Background: an optimization exercise with open tools, aiming at small area. Do not read the settings as production practice. Only simulation tests tie the RTL to the original design; equivalence was not proved.

Design mfc, start of the top module:
module mfc (
    input  wire        clk,
    input  wire        rst,         
    input  wire        psel,
    input  wire        pwrite,
    input  wire [8:2]  paddr,
    input  wire [31:0] pwdata,
    output reg  [31:0] prdata,
    input  wire        rx_valid,
    input  wire [7:0]  rx_data,
    input  wire        rx_timeout,
    input  wire        tx_ready,
    output wire        tx_valid,
    output wire [7:0]  tx_data,
    output wire        irq
);
    localparam [7:0] SYNC = 8'h55;
    localparam [2:0] RS_IDLE  = 3'd0;
    localparam [2:0] RS_HUNT  = 3'd1;
    localparam [2:0] RS_ACCUM = 3'd2;
    localparam [2:0] RS_DONE  = 3'd3;
    localparam [2:0] RS_ECHK  = 3'd5;    
    localparam [2:0] RS_EINC  = 3'd6;    
    localparam [2:0] RS_ESYNC = 3'd7;    
    localparam [1:0] MODE_NONE   = 2'b00;
    localparam [1:0] MODE_STRICT = 2'b01;
    localparam [2:0] CE_OK         = 3'd0;
    localparam [2:0] CE_BAD_CMD    = 3'd1;
    localparam [2:0] CE_BAD_ARG    = 3'd2;
    localparam [2:0] CE_LEN_RANGE  = 3'd3;
    localparam [2:0] CE_TX_SEQ     = 3'd4;
    localparam [2:0] CE_TX_OVERRUN = 3'd5;
    localparam [2:0] CE_UNVERIFIED = 3'd6;
    localparam [2:0] CE_REC_RANGE  = 3'd7;
    localparam [3:0] OP_RX_ARM     = 4'h1;
    localparam [3:0] OP_RX_ARM_OP  = 4'h2;
    localparam [3:0] OP_RX_CLEAR   = 4'h3;
    localparam [3:0] OP_RX_TIMEOUT = 4'h4;
    localparam [3:0] OP_TX_START   = 4'h5;
    localparam [3:0] OP_TX_END     = 4'h6;
    localparam [3:0] OP_TX_ABORT   = 4'h7;
  ...
For scale: about 7,200 cells after synthesis, roughly 96 I/O pins, about 0.080 mm^2 of cells after synthesis.
Settings: LEC_CHECK=0, CAP_MARGIN=20, CORE_MARGIN=2, CORE_UTILIZATION=55, GPL_TIMING_DRIVEN=0, SETUP_SLACK_MARGIN=0.6, SLEW_MARGIN=20, SYNTH_HIERARCHICAL=1, SYNTH_MINIMUM_KEEP_SIZE=0; clock period 10.0 ns.
standard.sh (not shown) runs the stock make flow with config.mk's settings and CLKGATE_MAP_FILE= SYNTH_SCRIPT=/design/flow/synth_recipe.tcl, a recipe that flattens the netlist after the stock synthesis.
==> flow/flow/run.sh <==
#!/bin/bash
# Standard ORFS layout with two changes: port buffers are buf_2 cells (not
# clock delay cells), and the clock tree is a clkbuf_16 root over clkbuf_8
# buffers driving sink clusters of up to 14 flip-flops, without dummy
# balancing loads.
set -euo pipefail
bash standard.sh \
  'BUFFER_PORTS_ARGS=-buffer_cell sky130_fd_sc_hd__buf_2' \
  'CTS_ARGS=-sink_clustering_enable -repair_clock_nets -dont_use_dummy_load -root_buf sky130_fd_sc_hd__clkbuf_16 -buf_list sky130_fd_sc_hd__clkbuf_8 -sink_clustering_size 14 -sink_clustering_max_diameter 50' \
  finish > standard_flow.log 2>&1
Edit:
--- a/flow/design.v
+++ b/flow/design.v
@@ -134,20 +134,18 @@
     reg [7:0]  tx_cnt_n;
     reg [7:0]  ck_sum_n;
     reg [7:0]  ck_cnt_n;
     reg [3:0]  int_pend_n;
     reg [3:0]  int_en_n;
     reg [2:0]  cmd_err_n;
     reg        rec_valid_n;
     reg [3:0]  rec_idx_n;
     wire [7:0] sh_sum = (paddr[3] ? ck_sum : tx_sum) + pwdata[7:0];
-    wire [7:0] sh_cin = paddr[3] ? ck_cnt : tx_cnt;
-    wire [7:0] sh_cnt = (sh_cin == 8'hFF) ? 8'hFF : sh_cin + 8'd1;
     reg        do_arm;
     reg [7:0]  arm_len;
     reg        rx_clr;
     reg        soft_reset;
     reg        tx_drop;        
     reg [7:0]  nxt_count;
     reg [7:0]  nxt_sum;
     always @(*) begin
         sync_mode_n = sync_mode;
@@ -170,19 +168,19 @@
         int_en_n    = int_en;
         cmd_err_n   = cmd_err;
         rec_valid_n = rec_valid;
         rec_idx_n   = rec_idx;
         do_arm     = 1'b0;
         arm_len    = rx_len;
         rx_clr     = 1'b0;
         soft_reset = 1'b0;
         tx_drop    = 1'b0;
-        nxt_count  = 8'd0;
+        nxt_count  = rx_count + 8'd1;
         nxt_sum    = 8'd0;
         if (host_wr) begin
             case (paddr)
                 A_CTRL:
                     if (pwdata[1:0] != 2'b11)
                         sync_mode_n = pwdata[1:0];
                 A_RX_LEN:
                     rx_len_n = pwdata[7:0];
                 A_INT_PEND:
@@ -194,25 +192,25 @@
                         cmd_err_n     = CE_TX_SEQ;
                         int_pend_n[3] = 1'b1;
                     end else if (tx_busy) begin
                         cmd_err_n     = CE_TX_OVERRUN;
                         int_pend_n[3] = 1'b1;
                     end else begin
                         tx_hold_n = pwdata[7:0];
                         tx_busy_n = 1'b1;
                         tx_sum_n  = sh_sum;
-                        tx_cnt_n  = sh_cnt;
+                        tx_cnt_n  = (tx_cnt == 8'hFF) ? 8'hFF : tx_cnt + 8'd1;
                         cmd_err_n = CE_OK;
                     end
                 end
                 A_CK_DATA: begin
                     ck_sum_n  = sh_sum;
-                    ck_cnt_n  = sh_cnt;
+                    ck_cnt_n  = (ck_cnt == 8'hFF) ? 8'hFF : ck_cnt + 8'd1;
                     cmd_err_n = CE_OK;
                 end
                 A_CMD: begin
                     if (cmd_malformed) begin
                         cmd_err_n     = CE_BAD_CMD;
                         int_pend_n[3] = 1'b1;
                     end else if (cmd_op == OP_RX_ARM_OP && cmd_arg > 4'd8) begin
                         cmd_err_n     = CE_BAD_ARG;
                         int_pend_n[3] = 1'b1;
@@ -258,19 +256,19 @@
                                     int_pend_n[3] = 1'b1;
                                 end else if (tx_busy) begin
                                     cmd_err_n     = CE_TX_OVERRUN;
                                     int_pend_n[3] = 1'b1;
                                 end else begin
                                     tx_hold_n = 8'd0 - tx_sum;
                                     tx_busy_n = 1'b1;
                                     tx_open_n = 1'b0;
                                     tx_sum_n  = 8'd0;
-                                    tx_cnt_n  = sh_cnt;
+                                    tx_cnt_n  = (tx_cnt == 8'hFF) ? 8'hFF : tx_cnt + 8'd1;
                                 end
                             OP_TX_ABORT: begin
                                 tx_open_n = 1'b0;
                                 tx_busy_n = 1'b0;
                                 tx_hold_n = 8'd0;
                                 tx_drop   = 1'b1;
                             end
                             OP_CK_CLEAR: begin
                                 ck_sum_n = 8'd0;
@@ -333,31 +331,30 @@
             rec_valid_n = 1'b0;
             rec_idx_n   = 4'd0;
             tx_drop     = 1'b1;
         end
         if (tx_busy && !tx_drop && tx_ready) begin
             tx_busy_n     = 1'b0;
             tx_hold_n     = 8'd0;
             int_pend_n[2] = 1'b1;
         end
-        nxt_count = (rs_n[1] ? rx_count : rx_skip_n) + 8'd1;
         if (rx_valid) begin
             case (rs_n)
                 RS_HUNT:
                     if (act_mode_n == MODE_NONE || rx_data == SYNC) begin
                         rx_count_n = 8'd1;
                         rx_sum_n   = rx_data;
                         rs_n       = RS_ACCUM;
                     end else if (act_mode_n == MODE_STRICT) begin
                         rs_n          = RS_ESYNC;
                         int_pend_n[1] = 1'b1;
                     end else begin
-                        rx_skip_n = (rx_skip_n == 8'hFF) ? 8'hFF : nxt_count;
+                        rx_skip_n = (rx_skip_n == 8'hFF) ? 8'hFF : rx_skip_n + 8'd1;
                     end
                 RS_ACCUM: begin
                     nxt_sum    = rx_sum + rx_data;
                     rx_count_n = nxt_count;
                     rx_sum_n   = nxt_sum;
                     if (nxt_count == act_len) begin
                         if (nxt_sum == 8'd0) begin
                             rs_n          = RS_DONE;
                             int_pend_n[0] = 1'b1;
After rerunning: The changed run passed the timing, design-rule and antenna checks; final area stays flat; wire length drops by 0.84%; core utilization drops by 0.53 points; worst setup slack loses 0.075 ns; non-clock buffer count drops by 58; worst hold slack stays flat; global-route usage drops by 0.42 points; clock skew is about the same; register-to-register slack gains 0.22 ns; flip-flop and latch count is unchanged.

==> separate check: timing with driven ports <==
How much do the figures lean on ideal ports? The routed layouts below were timed once more, with nothing changed but the port constraints.
Step 1, drivers: a clkbuf_16 drives clk and a buf_2 each remaining input, both assumed.
Step 2 also shifts input and output timing later by t, the mid clock arrival at the registers, as if the neighbouring blocks saw the same clock.
Slacks: ideal / step 1 / step 2; pairs: ideal / step 1.
run | t (ns) | setup WS [ns] | worst setup path at the end
the first run | 0.837 | 0.588 / 0.430 / 0.430 | input to output
the second run | 0.840 | 0.513 / 0.393 / 0.393 | input to output
After both steps every run listed still meets setup and hold. The setup slack of the first run, which loses most, moves by -0.158 ns with the drivers and by -0.158 ns with both steps.
